This design comes from an exercise in tuning for a short achievable clock period and few clock cycles on the open sky130 flow, not from production work.
Function was checked by simulation only, so behaviour that the tests miss may differ from the original.
No activity file was given, so power comes from the tool's default toggle rates.

==> run C: inputs <==
## ipc_rx_deframer
module ipc_rx_deframer (
    input  wire       clk,
    input  wire       rst,         
    input  wire       s_valid,
    output wire       s_ready,
    input  wire [7:0] s_data,
    output reg        m_valid,
    input  wire       m_ready,
    output reg  [7:0] m_data,
    output reg        m_last,
    output reg        hdr_err,     
    output reg        crc_err      
);
Settings: LEC_CHECK=0, ABC_CLOCK_PERIOD_IN_PS=3000, CAP_MARGIN=20, CORE_MARGIN=2, CORE_UTILIZATION=40, PLACE_DENSITY=0.6, SLEW_MARGIN=20; clock period 10.0 ns.
standard.sh (not shown) runs the stock make flow with config.mk's settings and CLKGATE_MAP_FILE= SYNTH_SCRIPT=/design/flow/synth_recipe.tcl, a recipe that flattens the netlist after the stock synthesis.
==> flow/flow/run.sh <==
#!/bin/bash
set -euo pipefail
bash standard.sh SETUP_SLACK_MARGIN=7 finish > standard_finish.log 2>&1
==> run G (differences from run C) <==
--- a/flow/design.v
+++ b/flow/design.v
@@ -7,16 +7,16 @@
     output reg        m_valid,
     input  wire       m_ready,
     output reg  [7:0] m_data,
     output reg        m_last,
     output reg        hdr_err,     
     output reg        crc_err      
 );
-    localparam       AW  = 8;             
-    localparam       CAP = 256;           
+    localparam       NG  = 11;            
+    localparam       CAP = 16 * NG;       
     localparam       PW  = 10;            
     localparam       K   = 4;             
     localparam       KW  = 2;
     localparam       OD  = 8;             
     localparam [PW-1:0] MARGIN = 10'd16;  
     localparam [1:0] PH_HDR = 2'd0, PH_PAY = 2'd1, PH_CRCH = 2'd2, PH_CRCL = 2'd3;
     localparam [1:0] V_OK = 2'd0, V_HDR = 2'd1, V_CRC = 2'd2;
@@ -28,126 +28,174 @@
         begin
             acc = acc_in ^ {b, 8'h00};
             for (k = 0; k < 8; k = k + 1)
                 acc = acc[15] ? ((acc << 1) ^ 16'h1021) : (acc << 1);
             crc_byte = acc;
         end
     endfunction
+    function [NG-1:0] grp_sel;
+        input [3:0] g;
+        integer n;
+        begin
+            for (n = 0; n < NG; n = n + 1)
+                grp_sel[n] = (g == n);
+        end
+    endfunction
+    function [7:0] grp_pick;
+        input [8*NG-1:0] grps;
+        input [NG-1:0]   sel;
+        integer n;
+        begin
+            grp_pick = 8'd0;
+            for (n = 0; n < NG; n = n + 1)
+                grp_pick = grp_pick | (grps[8*n +: 8] & {8{sel[n]}});
+        end
+    endfunction
+    function [7:0] inc_i;
+        input [7:0] i;
+        inc_i = (i == CAP - 1) ? 8'd0 : i + 1'b1;
+    endfunction
     reg          s_ready_r;
     reg          in_v;
     reg  [7:0]   in_d;
     assign s_ready = s_ready_r;
     always @(posedge clk) begin
         in_d <= s_data;
         if (rst) in_v <= 1'b0;
         else     in_v <= s_valid & s_ready_r;
     end
     reg  [7:0]    mem [0:CAP-1];
     reg  [PW-1:0] wp;                     
+    reg  [7:0]    wi;                     
     always @(posedge clk)
-        if (in_v) mem[wp[AW-1:0]] <= in_d;
+        if (in_v) mem[wi] <= in_d;
     always @(posedge clk)
-        if (rst)       wp <= {PW{1'b0}};
-        else if (in_v) wp <= wp + 1'b1;
+        if (rst) begin
+            wp <= {PW{1'b0}};
+            wi <= 8'd0;
+        end else if (in_v) begin
+            wp <= wp + 1'b1;
+            wi <= inc_i(wi);
+        end
     reg  [PW-1:0] sp;                     
+    reg  [7:0]    si;                     
     reg           ovf;                    
     reg  [PW-1:0] ovf_p;                  
+    reg  [7:0]    ovf_i;                  
     reg  [KW:0]   t_cnt;                  
     wire          rewind = ovf && (t_cnt == 0);
     wire          sc_issue = (sp != wp) && !rewind;
     reg           s1_v;
     reg  [PW-1:0] s1_pos;
-    reg  [7:0]    s1_grp [0:15];
+    reg  [7:0]    s1_i;
+    reg  [8*NG-1:0] s1_grp;
+    reg  [NG-1:0] s1_sel;
     reg           s2_v;
     reg  [PW-1:0] s2_pos;
+    reg  [7:0]    s2_i;
     reg  [7:0]    s2_b;
     reg  [7:0]    h1, h2;                 
     integer j;
     always @(posedge clk) begin
-        for (j = 0; j < 16; j = j + 1)
-            s1_grp[j] <= mem[{j[3:0], sp[3:0]}];
+        for (j = 0; j < NG; j = j + 1)
+            s1_grp[8*j +: 8] <= mem[{j[3:0], si[3:0]}];
+        s1_sel <= grp_sel(si[7:4]);
         s1_pos <= sp;
-        s2_b   <= s1_grp[s1_pos[7:4]];
+        s1_i   <= si;
+        s2_b   <= grp_pick(s1_grp, s1_sel);
         s2_pos <= s1_pos;
+        s2_i   <= s1_i;
     end
     always @(posedge clk) begin
         if (rst) begin
             sp   <= {PW{1'b0}};
+            si   <= 8'd0;
             s1_v <= 1'b0;
             s2_v <= 1'b0;
             h1   <= 8'h00;
             h2   <= 8'h00;
         end else if (rewind) begin
             sp   <= ovf_p;
+            si   <= ovf_i;
             s1_v <= 1'b0;
             s2_v <= 1'b0;
             h1   <= 8'h00;
             h2   <= 8'h00;
         end else begin
-            if (sc_issue) sp <= sp + 1'b1;
+            if (sc_issue) begin
+                sp <= sp + 1'b1;
+                si <= inc_i(si);
+            end
             s1_v <= sc_issue;
             s2_v <= s1_v;
             if (s2_v) begin
                 h1 <= s2_b;
                 h2 <= h1;
             end
         end
     end
     wire          mark   = s2_v && (h2 == 8'hFF) && (h1 == 8'h55) && (s2_b == 8'hAA);
     wire [PW-1:0] mark_p = s2_pos - 2'd2;
+    wire [7:0]    mark_i = (s2_i >= 8'd2) ? s2_i - 8'd2 : s2_i + (CAP - 2);
+    wire [7:0]    mark_s = inc_i(s2_i);   
     reg           t_done [0:K-1];
     reg  [1:0]    t_ver  [0:K-1];
     reg  [1:0]    t_ph   [0:K-1];
     reg  [7:0]    t_n    [0:K-1];
     reg  [7:0]    t_lhi  [0:K-1];
     reg  [7:0]    t_len  [0:K-1];
     reg  [15:0]   t_crc  [0:K-1];
     reg           t_mhi  [0:K-1];
     reg  [PW-1:0] t_p    [0:K-1];
+    reg  [7:0]    t_si   [0:K-1];
     reg  [PW-1:0] t_end  [0:K-1];
     reg  [K-1:0]  t_busy;
     reg  [KW-1:0] t_hd, t_tl;
     wire          alloc = mark && !ovf && (t_cnt != K);
     reg  [PW-1:0] pos;                    
     reg           pos_old;                
     reg  [3:0]    pf;                     
     reg  [PW-1:0] oq_p   [0:3];
+    reg  [7:0]    oq_si  [0:3];
     reg  [7:0]    oq_len [0:3];
     reg  [2:0]    oq_wr, oq_rd;
     wire          oq_full  = (oq_wr[1:0] == oq_rd[1:0]) && (oq_wr[2] != oq_rd[2]);
     wire          oq_empty = (oq_wr == oq_rd);
     reg           d_v;
     reg  [1:0]    d_ver;
     reg  [PW-1:0] d_p, d_end;
+    reg  [7:0]    d_si;
     reg  [7:0]    d_len;
     wire [PW-1:0] d_diff  = d_p - pos;
     wire          hd_kill = !pos_old && d_diff[PW-1];
     wire [1:0]    hd_ver  = d_ver;
     wire          retire  = d_v && (hd_kill ||
                                     (d_ver == V_OK ? !oq_full : (pf == 4'd0)));
     wire          push_frame = retire && !hd_kill && (d_ver == V_OK);
     always @(posedge clk) begin
         if (rst || retire)
             d_v <= 1'b0;
         else
             d_v <= t_busy[t_hd] && t_done[t_hd];
         d_ver <= t_ver[t_hd];
         d_p   <= t_p[t_hd];
+        d_si  <= t_si[t_hd];
         d_end <= t_end[t_hd];
         d_len <= t_len[t_hd];
     end
     integer k;
     always @(posedge clk) begin
         for (k = 0; k < K; k = k + 1) begin
             if (alloc && t_tl == k) begin
                 t_done[k] <= 1'b0;
                 t_ph[k]   <= PH_HDR;
                 t_n[k]    <= 8'd0;
                 t_crc[k]  <= 16'd0;
                 t_p[k]    <= mark_p;
+                t_si[k]   <= mark_s;
             end else if (s2_v && t_busy[k] && !t_done[k]) begin
                 case (t_ph[k])
                     PH_HDR: begin
                         t_crc[k] <= crc_byte(t_crc[k], s2_b);
                         t_n[k]   <= t_n[k] + 1'b1;
                         if (t_n[k] == 8'd5)
                             t_lhi[k] <= s2_b;
@@ -184,14 +232,15 @@
         if (rst) begin
             t_busy <= {K{1'b0}};
             t_hd   <= {KW{1'b0}};
             t_tl   <= {KW{1'b0}};
             t_cnt  <= {(KW+1){1'b0}};
             ovf    <= 1'b0;
             ovf_p  <= {PW{1'b0}};
+            ovf_i  <= 8'd0;
         end else begin
             if (alloc) begin
                 t_busy[t_tl] <= 1'b1;
                 t_tl <= t_tl + 1'b1;
             end
             if (retire) begin
                 t_busy[t_hd] <= 1'b0;
@@ -199,14 +248,15 @@
             end
             t_cnt <= t_cnt + alloc - retire;
             if (rewind)
                 ovf <= 1'b0;
             else if (mark && !ovf && (t_cnt == K)) begin
                 ovf   <= 1'b1;
                 ovf_p <= mark_p;
+                ovf_i <= mark_i;
             end
         end
     end
     wire [PW-1:0] pos_age = wp - pos;
     reg           pf_dec;
     always @(posedge clk) begin
         if (rst) begin
@@ -228,66 +278,70 @@
             end
             pf <= pf + push_frame - pf_dec;
         end
     end
     always @(posedge clk)
         if (push_frame) begin
             oq_p[oq_wr[1:0]]   <= d_p;
+            oq_si[oq_wr[1:0]]  <= d_si;
             oq_len[oq_wr[1:0]] <= d_len;
         end
     reg           ra;                     
     reg  [PW-1:0] rp;
+    reg  [7:0]    ri;
     reg  [7:0]    rrem;
     reg           rfirst;
     reg  [3:0]    occ;                    
     wire          r_issue = ra && (occ < OD);
     wire          m_take  = m_valid && m_ready;
     reg           r1_v, r1_last, r1_first;
-    reg  [3:0]    r1_hi;
-    reg  [7:0]    r1_grp [0:15];
+    reg  [NG-1:0] r1_sel;
+    reg  [8*NG-1:0] r1_grp;
     always @(posedge clk) begin
         if (rst) begin
             ra    <= 1'b0;
             oq_rd <= 3'd0;
             occ   <= 4'd0;
             r1_v  <= 1'b0;
         end else begin
             if (!ra) begin
                 if (!oq_empty) begin
                     ra     <= 1'b1;
                     rp     <= oq_p[oq_rd[1:0]] + 2'd3;
+                    ri     <= oq_si[oq_rd[1:0]];
                     rrem   <= oq_len[oq_rd[1:0]] + 4'd9;
                     rfirst <= 1'b1;
                     oq_rd  <= oq_rd + 1'b1;
                 end
             end else if (r_issue) begin
                 rp     <= rp + 1'b1;
+                ri     <= inc_i(ri);
                 rrem   <= rrem - 1'b1;
                 rfirst <= 1'b0;
                 if (rrem == 8'd1)
                     ra <= 1'b0;
             end
             occ  <= occ + r_issue - m_take;
             r1_v <= r_issue;
         end
     end
     always @(posedge clk) begin
-        for (j = 0; j < 16; j = j + 1)
-            r1_grp[j] <= mem[{j[3:0], rp[3:0]}];
-        r1_hi    <= rp[7:4];
+        for (j = 0; j < NG; j = j + 1)
+            r1_grp[8*j +: 8] <= mem[{j[3:0], ri[3:0]}];
+        r1_sel   <= grp_sel(ri[7:4]);
         r1_last  <= (rrem == 8'd1);
         r1_first <= rfirst;
     end
     reg  [9:0]    of [0:7];               
     reg  [3:0]    of_wr, of_rd;
     wire          of_empty = (of_wr == of_rd);
     reg           m_first;
     wire          m_load = (!m_valid || m_ready) && !of_empty;
     always @(posedge clk)
-        if (r1_v) of[of_wr[2:0]] <= {r1_first, r1_last, r1_grp[r1_hi]};
+        if (r1_v) of[of_wr[2:0]] <= {r1_first, r1_last, grp_pick(r1_grp, r1_sel)};
     always @(posedge clk) begin
         if (rst) begin
             of_wr   <= 4'd0;
             of_rd   <= 4'd0;
             m_valid <= 1'b0;
             m_data  <= 8'd0;
             m_last  <= 1'b0;
@@ -305,24 +359,36 @@
             pf_dec <= m_take && m_first;
         end
     end
     reg  [PW-1:0] a_sc, a_rp, a_oq, a_hd, a_ov;
     reg  [PW-1:0] m1, m2, m3;
     reg  [PW-1:0] used;
     always @(posedge clk) begin
-        a_sc <= wp - sp + 3'd4;
-        a_rp <= ra ? (wp - rp) : {PW{1'b0}};
-        a_oq <= !oq_empty ? (wp - oq_p[oq_rd[1:0]]) : {PW{1'b0}};
-        a_hd <= (t_cnt != 0) ? (wp - t_p[t_hd]) : {PW{1'b0}};
-        a_ov <= ovf ? (wp - ovf_p) : {PW{1'b0}};
-        m1   <= (a_sc > a_rp) ? a_sc : a_rp;
-        m2   <= (a_oq > a_hd) ? a_oq : a_hd;
-        m3   <= a_ov;
-        used <= (m1 > m2) ? ((m1 > m3) ? m1 : m3) : ((m2 > m3) ? m2 : m3);
+        if (rst) begin
+            a_sc <= {PW{1'b0}};
+            a_rp <= {PW{1'b0}};
+            a_oq <= {PW{1'b0}};
+            a_hd <= {PW{1'b0}};
+            a_ov <= {PW{1'b0}};
+            m1   <= {PW{1'b0}};
+            m2   <= {PW{1'b0}};
+            m3   <= {PW{1'b0}};
+            used <= {PW{1'b0}};
+        end else begin
+            a_sc <= wp - sp + 3'd4;
+            a_rp <= ra ? (wp - rp) : {PW{1'b0}};
+            a_oq <= !oq_empty ? (wp - oq_p[oq_rd[1:0]]) : {PW{1'b0}};
+            a_hd <= (t_cnt != 0) ? (wp - t_p[t_hd]) : {PW{1'b0}};
+            a_ov <= ovf ? (wp - ovf_p) : {PW{1'b0}};
+            m1   <= (a_sc > a_rp) ? a_sc : a_rp;
+            m2   <= (a_oq > a_hd) ? a_oq : a_hd;
+            m3   <= a_ov;
+            used <= (m1 > m2) ? ((m1 > m3) ? m1 : m3) : ((m2 > m3) ? m2 : m3);
+        end
     end
     always @(posedge clk) begin
         if (rst)
-            s_ready_r <= 1'b0;
+            s_ready_r <= 1'b1;
         else
             s_ready_r <= (used < CAP - MARGIN);
     end
 endmodule
==> flow/flow/run.sh (replaced) <==
#!/bin/bash
set -euo pipefail
bash standard.sh SETUP_SLACK_MARGIN=7 \
  "CTS_ARGS=-sink_clustering_enable -repair_clock_nets -sink_clustering_size 24 -sink_clustering_max_diameter 80 -sink_clustering_levels 1 -balance_levels" \
  finish > standard_finish.log 2>&1
CORE_UTILIZATION = 55   (was 40)
PLACE_DENSITY = 0.7   (was 0.6)
==> run Z (differences from run C) <==
--- a/flow/design.v
+++ b/flow/design.v
@@ -7,16 +7,16 @@
     output reg        m_valid,
     input  wire       m_ready,
     output reg  [7:0] m_data,
     output reg        m_last,
     output reg        hdr_err,     
     output reg        crc_err      
 );
-    localparam       AW  = 8;             
-    localparam       CAP = 256;           
+    localparam       NG  = 11;            
+    localparam       CAP = 16 * NG;       
     localparam       PW  = 10;            
     localparam       K   = 4;             
     localparam       KW  = 2;
     localparam       OD  = 8;             
     localparam [PW-1:0] MARGIN = 10'd16;  
     localparam [1:0] PH_HDR = 2'd0, PH_PAY = 2'd1, PH_CRCH = 2'd2, PH_CRCL = 2'd3;
     localparam [1:0] V_OK = 2'd0, V_HDR = 2'd1, V_CRC = 2'd2;
@@ -28,126 +28,174 @@
         begin
             acc = acc_in ^ {b, 8'h00};
             for (k = 0; k < 8; k = k + 1)
                 acc = acc[15] ? ((acc << 1) ^ 16'h1021) : (acc << 1);
             crc_byte = acc;
         end
     endfunction
+    function [NG-1:0] grp_sel;
+        input [3:0] g;
+        integer n;
+        begin
+            for (n = 0; n < NG; n = n + 1)
+                grp_sel[n] = (g == n);
+        end
+    endfunction
+    function [7:0] grp_pick;
+        input [8*NG-1:0] grps;
+        input [NG-1:0]   sel;
+        integer n;
+        begin
+            grp_pick = 8'd0;
+            for (n = 0; n < NG; n = n + 1)
+                grp_pick = grp_pick | (grps[8*n +: 8] & {8{sel[n]}});
+        end
+    endfunction
+    function [7:0] inc_i;
+        input [7:0] i;
+        inc_i = (i == CAP - 1) ? 8'd0 : i + 1'b1;
+    endfunction
     reg          s_ready_r;
     reg          in_v;
     reg  [7:0]   in_d;
     assign s_ready = s_ready_r;
     always @(posedge clk) begin
         in_d <= s_data;
         if (rst) in_v <= 1'b0;
         else     in_v <= s_valid & s_ready_r;
     end
     reg  [7:0]    mem [0:CAP-1];
     reg  [PW-1:0] wp;                     
+    reg  [7:0]    wi;                     
     always @(posedge clk)
-        if (in_v) mem[wp[AW-1:0]] <= in_d;
+        if (in_v) mem[wi] <= in_d;
     always @(posedge clk)
-        if (rst)       wp <= {PW{1'b0}};
-        else if (in_v) wp <= wp + 1'b1;
+        if (rst) begin
+            wp <= {PW{1'b0}};
+            wi <= 8'd0;
+        end else if (in_v) begin
+            wp <= wp + 1'b1;
+            wi <= inc_i(wi);
+        end
     reg  [PW-1:0] sp;                     
+    reg  [7:0]    si;                     
     reg           ovf;                    
     reg  [PW-1:0] ovf_p;                  
+    reg  [7:0]    ovf_i;                  
     reg  [KW:0]   t_cnt;                  
     wire          rewind = ovf && (t_cnt == 0);
     wire          sc_issue = (sp != wp) && !rewind;
     reg           s1_v;
     reg  [PW-1:0] s1_pos;
-    reg  [7:0]    s1_grp [0:15];
+    reg  [7:0]    s1_i;
+    reg  [8*NG-1:0] s1_grp;
+    reg  [NG-1:0] s1_sel;
     reg           s2_v;
     reg  [PW-1:0] s2_pos;
+    reg  [7:0]    s2_i;
     reg  [7:0]    s2_b;
     reg  [7:0]    h1, h2;                 
     integer j;
     always @(posedge clk) begin
-        for (j = 0; j < 16; j = j + 1)
-            s1_grp[j] <= mem[{j[3:0], sp[3:0]}];
+        for (j = 0; j < NG; j = j + 1)
+            s1_grp[8*j +: 8] <= mem[{j[3:0], si[3:0]}];
+        s1_sel <= grp_sel(si[7:4]);
         s1_pos <= sp;
-        s2_b   <= s1_grp[s1_pos[7:4]];
+        s1_i   <= si;
+        s2_b   <= grp_pick(s1_grp, s1_sel);
         s2_pos <= s1_pos;
+        s2_i   <= s1_i;
     end
     always @(posedge clk) begin
         if (rst) begin
             sp   <= {PW{1'b0}};
+            si   <= 8'd0;
             s1_v <= 1'b0;
             s2_v <= 1'b0;
             h1   <= 8'h00;
             h2   <= 8'h00;
         end else if (rewind) begin
             sp   <= ovf_p;
+            si   <= ovf_i;
             s1_v <= 1'b0;
             s2_v <= 1'b0;
             h1   <= 8'h00;
             h2   <= 8'h00;
         end else begin
-            if (sc_issue) sp <= sp + 1'b1;
+            if (sc_issue) begin
+                sp <= sp + 1'b1;
+                si <= inc_i(si);
+            end
             s1_v <= sc_issue;
             s2_v <= s1_v;
             if (s2_v) begin
                 h1 <= s2_b;
                 h2 <= h1;
             end
         end
     end
     wire          mark   = s2_v && (h2 == 8'hFF) && (h1 == 8'h55) && (s2_b == 8'hAA);
     wire [PW-1:0] mark_p = s2_pos - 2'd2;
+    wire [7:0]    mark_i = (s2_i >= 8'd2) ? s2_i - 8'd2 : s2_i + (CAP - 2);
+    wire [7:0]    mark_s = inc_i(s2_i);   
     reg           t_done [0:K-1];
     reg  [1:0]    t_ver  [0:K-1];
     reg  [1:0]    t_ph   [0:K-1];
     reg  [7:0]    t_n    [0:K-1];
     reg  [7:0]    t_lhi  [0:K-1];
     reg  [7:0]    t_len  [0:K-1];
     reg  [15:0]   t_crc  [0:K-1];
     reg           t_mhi  [0:K-1];
     reg  [PW-1:0] t_p    [0:K-1];
+    reg  [7:0]    t_si   [0:K-1];
     reg  [PW-1:0] t_end  [0:K-1];
     reg  [K-1:0]  t_busy;
     reg  [KW-1:0] t_hd, t_tl;
     wire          alloc = mark && !ovf && (t_cnt != K);
     reg  [PW-1:0] pos;                    
     reg           pos_old;                
     reg  [3:0]    pf;                     
     reg  [PW-1:0] oq_p   [0:3];
+    reg  [7:0]    oq_si  [0:3];
     reg  [7:0]    oq_len [0:3];
     reg  [2:0]    oq_wr, oq_rd;
     wire          oq_full  = (oq_wr[1:0] == oq_rd[1:0]) && (oq_wr[2] != oq_rd[2]);
     wire          oq_empty = (oq_wr == oq_rd);
     reg           d_v;
     reg  [1:0]    d_ver;
     reg  [PW-1:0] d_p, d_end;
+    reg  [7:0]    d_si;
     reg  [7:0]    d_len;
     wire [PW-1:0] d_diff  = d_p - pos;
     wire          hd_kill = !pos_old && d_diff[PW-1];
     wire [1:0]    hd_ver  = d_ver;
     wire          retire  = d_v && (hd_kill ||
                                     (d_ver == V_OK ? !oq_full : (pf == 4'd0)));
     wire          push_frame = retire && !hd_kill && (d_ver == V_OK);
     always @(posedge clk) begin
         if (rst || retire)
             d_v <= 1'b0;
         else
             d_v <= t_busy[t_hd] && t_done[t_hd];
         d_ver <= t_ver[t_hd];
         d_p   <= t_p[t_hd];
+        d_si  <= t_si[t_hd];
         d_end <= t_end[t_hd];
         d_len <= t_len[t_hd];
     end
     integer k;
     always @(posedge clk) begin
         for (k = 0; k < K; k = k + 1) begin
             if (alloc && t_tl == k) begin
                 t_done[k] <= 1'b0;
                 t_ph[k]   <= PH_HDR;
                 t_n[k]    <= 8'd0;
                 t_crc[k]  <= 16'd0;
                 t_p[k]    <= mark_p;
+                t_si[k]   <= mark_s;
             end else if (s2_v && t_busy[k] && !t_done[k]) begin
                 case (t_ph[k])
                     PH_HDR: begin
                         t_crc[k] <= crc_byte(t_crc[k], s2_b);
                         t_n[k]   <= t_n[k] + 1'b1;
                         if (t_n[k] == 8'd5)
                             t_lhi[k] <= s2_b;
@@ -184,14 +232,15 @@
         if (rst) begin
             t_busy <= {K{1'b0}};
             t_hd   <= {KW{1'b0}};
             t_tl   <= {KW{1'b0}};
             t_cnt  <= {(KW+1){1'b0}};
             ovf    <= 1'b0;
             ovf_p  <= {PW{1'b0}};
+            ovf_i  <= 8'd0;
         end else begin
             if (alloc) begin
                 t_busy[t_tl] <= 1'b1;
                 t_tl <= t_tl + 1'b1;
             end
             if (retire) begin
                 t_busy[t_hd] <= 1'b0;
@@ -199,14 +248,15 @@
             end
             t_cnt <= t_cnt + alloc - retire;
             if (rewind)
                 ovf <= 1'b0;
             else if (mark && !ovf && (t_cnt == K)) begin
                 ovf   <= 1'b1;
                 ovf_p <= mark_p;
+                ovf_i <= mark_i;
             end
         end
     end
     wire [PW-1:0] pos_age = wp - pos;
     reg           pf_dec;
     always @(posedge clk) begin
         if (rst) begin
@@ -228,66 +278,70 @@
             end
             pf <= pf + push_frame - pf_dec;
         end
     end
     always @(posedge clk)
         if (push_frame) begin
             oq_p[oq_wr[1:0]]   <= d_p;
+            oq_si[oq_wr[1:0]]  <= d_si;
             oq_len[oq_wr[1:0]] <= d_len;
         end
     reg           ra;                     
     reg  [PW-1:0] rp;
+    reg  [7:0]    ri;
     reg  [7:0]    rrem;
     reg           rfirst;
     reg  [3:0]    occ;                    
     wire          r_issue = ra && (occ < OD);
     wire          m_take  = m_valid && m_ready;
     reg           r1_v, r1_last, r1_first;
-    reg  [3:0]    r1_hi;
-    reg  [7:0]    r1_grp [0:15];
+    reg  [NG-1:0] r1_sel;
+    reg  [8*NG-1:0] r1_grp;
     always @(posedge clk) begin
         if (rst) begin
             ra    <= 1'b0;
             oq_rd <= 3'd0;
             occ   <= 4'd0;
             r1_v  <= 1'b0;
         end else begin
             if (!ra) begin
                 if (!oq_empty) begin
                     ra     <= 1'b1;
                     rp     <= oq_p[oq_rd[1:0]] + 2'd3;
+                    ri     <= oq_si[oq_rd[1:0]];
                     rrem   <= oq_len[oq_rd[1:0]] + 4'd9;
                     rfirst <= 1'b1;
                     oq_rd  <= oq_rd + 1'b1;
                 end
             end else if (r_issue) begin
                 rp     <= rp + 1'b1;
+                ri     <= inc_i(ri);
                 rrem   <= rrem - 1'b1;
                 rfirst <= 1'b0;
                 if (rrem == 8'd1)
                     ra <= 1'b0;
             end
             occ  <= occ + r_issue - m_take;
             r1_v <= r_issue;
         end
     end
     always @(posedge clk) begin
-        for (j = 0; j < 16; j = j + 1)
-            r1_grp[j] <= mem[{j[3:0], rp[3:0]}];
-        r1_hi    <= rp[7:4];
+        for (j = 0; j < NG; j = j + 1)
+            r1_grp[8*j +: 8] <= mem[{j[3:0], ri[3:0]}];
+        r1_sel   <= grp_sel(ri[7:4]);
         r1_last  <= (rrem == 8'd1);
         r1_first <= rfirst;
     end
     reg  [9:0]    of [0:7];               
     reg  [3:0]    of_wr, of_rd;
     wire          of_empty = (of_wr == of_rd);
     reg           m_first;
     wire          m_load = (!m_valid || m_ready) && !of_empty;
     always @(posedge clk)
-        if (r1_v) of[of_wr[2:0]] <= {r1_first, r1_last, r1_grp[r1_hi]};
+        if (r1_v) of[of_wr[2:0]] <= {r1_first, r1_last, grp_pick(r1_grp, r1_sel)};
     always @(posedge clk) begin
         if (rst) begin
             of_wr   <= 4'd0;
             of_rd   <= 4'd0;
             m_valid <= 1'b0;
             m_data  <= 8'd0;
             m_last  <= 1'b0;
@@ -305,24 +359,36 @@
             pf_dec <= m_take && m_first;
         end
     end
     reg  [PW-1:0] a_sc, a_rp, a_oq, a_hd, a_ov;
     reg  [PW-1:0] m1, m2, m3;
     reg  [PW-1:0] used;
     always @(posedge clk) begin
-        a_sc <= wp - sp + 3'd4;
-        a_rp <= ra ? (wp - rp) : {PW{1'b0}};
-        a_oq <= !oq_empty ? (wp - oq_p[oq_rd[1:0]]) : {PW{1'b0}};
-        a_hd <= (t_cnt != 0) ? (wp - t_p[t_hd]) : {PW{1'b0}};
-        a_ov <= ovf ? (wp - ovf_p) : {PW{1'b0}};
-        m1   <= (a_sc > a_rp) ? a_sc : a_rp;
-        m2   <= (a_oq > a_hd) ? a_oq : a_hd;
-        m3   <= a_ov;
-        used <= (m1 > m2) ? ((m1 > m3) ? m1 : m3) : ((m2 > m3) ? m2 : m3);
+        if (rst) begin
+            a_sc <= {PW{1'b0}};
+            a_rp <= {PW{1'b0}};
+            a_oq <= {PW{1'b0}};
+            a_hd <= {PW{1'b0}};
+            a_ov <= {PW{1'b0}};
+            m1   <= {PW{1'b0}};
+            m2   <= {PW{1'b0}};
+            m3   <= {PW{1'b0}};
+            used <= {PW{1'b0}};
+        end else begin
+            a_sc <= wp - sp + 3'd4;
+            a_rp <= ra ? (wp - rp) : {PW{1'b0}};
+            a_oq <= !oq_empty ? (wp - oq_p[oq_rd[1:0]]) : {PW{1'b0}};
+            a_hd <= (t_cnt != 0) ? (wp - t_p[t_hd]) : {PW{1'b0}};
+            a_ov <= ovf ? (wp - ovf_p) : {PW{1'b0}};
+            m1   <= (a_sc > a_rp) ? a_sc : a_rp;
+            m2   <= (a_oq > a_hd) ? a_oq : a_hd;
+            m3   <= a_ov;
+            used <= (m1 > m2) ? ((m1 > m3) ? m1 : m3) : ((m2 > m3) ? m2 : m3);
+        end
     end
     always @(posedge clk) begin
         if (rst)
-            s_ready_r <= 1'b0;
+            s_ready_r <= 1'b1;
         else
             s_ready_r <= (used < CAP - MARGIN);
     end
 endmodule
==> flow/flow/run.sh (replaced) <==
#!/bin/bash
set -euo pipefail
bash standard.sh SETUP_SLACK_MARGIN=7 \
  "CTS_ARGS=-sink_clustering_enable -repair_clock_nets -sink_clustering_size 20 -sink_clustering_max_diameter 80 -sink_clustering_levels 1 -balance_levels" \
  finish > standard_finish.log 2>&1
==> run B (differences from run C) <==
==> flow/run.sh (new file) <==
#!/bin/bash
# synth_recipe.tcl (not shown) runs the flow's synth.tcl, then flattens the netlist and writes it again
# the make line also repeats each setting of config.mk as NAME=value (left out here)
make -C /OpenROAD-flow-scripts/flow DESIGN_CONFIG=/design/flow/config.mk WORK_HOME=/design/flow/orfs CLKGATE_MAP_FILE= SYNTH_SCRIPT=/design/flow/synth_recipe.tcl finish
SETUP_SLACK_MARGIN = 5   (was unset)
removed: flow/flow/run.sh
removed: flow/standard.sh
==> comparison table <==
Vias in the first global route: run Z 60,656; run C 76,782; run G 60,594; run B 75,735
Depth of the worst register-to-register path: run Z 4; run C 6; run G 3; run B 7
Highest metal layer with signal wires: run Z met5; run C met5; run G met5; run B met4
Post-layout total power: run Z 23,730 uW; run C 34,720 uW; run G 23,450 uW; run B 34,380 uW
Yosys Warn Count: run Z 12; run C 13; run G 12; run B 13
Area fraction in and, or, nand and nor cells after synthesis: run Z 0.05824; run C 0.04491; run G 0.05824; run B 0.04491
Status: run Z timing/DRC/antenna clean; run C timing/DRC/antenna clean; run G timing/DRC/antenna clean; run B timing/DRC/antenna clean
Tot GR Track Use: run Z 0.2095; run C 0.2309; run G 0.2817; run B 0.2212
Worst setup path category: run Z reg -> out; run C reg -> out; run G reg -> out; run B reg -> reg
Number of clock buffers in the layout: run Z 242; run C 436; run G 198; run B 452
Clock network power share: run Z 0.270; run C 0.353; run G 0.260; run B 0.358
Detailed-routing wirelength on met1: run Z 118,800 um; run C 155,600 um; run G 104,800 um; run B 150,100 um
Fraction of met1 tracks used by global routing: run Z 0.2821; run C 0.3121; run G 0.3655; run B 0.2986
Required arrival time at the worst endpoint: run Z 8.00 ns; run C 8.00 ns; run G 8.00 ns; run B 10.53 ns
Testbench counts of run C, summed over its fixed seeds: cycles 34,061.
Testbench counts of run G, summed over its fixed seeds: cycles 34,053.
Testbench counts of run Z, summed over its fixed seeds: cycles 34,053.
Testbench counts of run B, summed over its fixed seeds: cycles 34,061.

==> afterwards: timing with drivers on the ports <==
The flow's constraints put no driver on any port. The routed layouts listed below were extracted and timed again, unchanged, in two steps. Step 1 assumes that a clkbuf_16 drives the clock port and a buf_2 every other input. Step 2 moves the port delays by t, midway between the first and last clock arrival at a register: inputs arrive t later, outputs are due t later. That takes back most of the time a late clock gives input paths. a / b / c = ideal / step 1 / step 2; a / b = the first two.
run | shift t [ns] | setup slack, ns | slew at the worst register clock pin (ns)
run C | 0.996 | 6.649 / 6.546 / 6.194 | 0.07 / 0.07
run G | 0.912 | 6.593 / 6.495 / 6.238 | 0.10 / 0.10
run Z | 0.926 | 6.658 / 6.566 / 6.156 | 0.09 / 0.09
run B | 1.003 | 5.824 / 5.824 / 5.824 | 0.07 / 0.07
After both steps setup and hold are still met in every run listed. The setup slack of run Z, which loses most, moves by -0.092 ns with the drivers and by -0.502 ns with both steps.
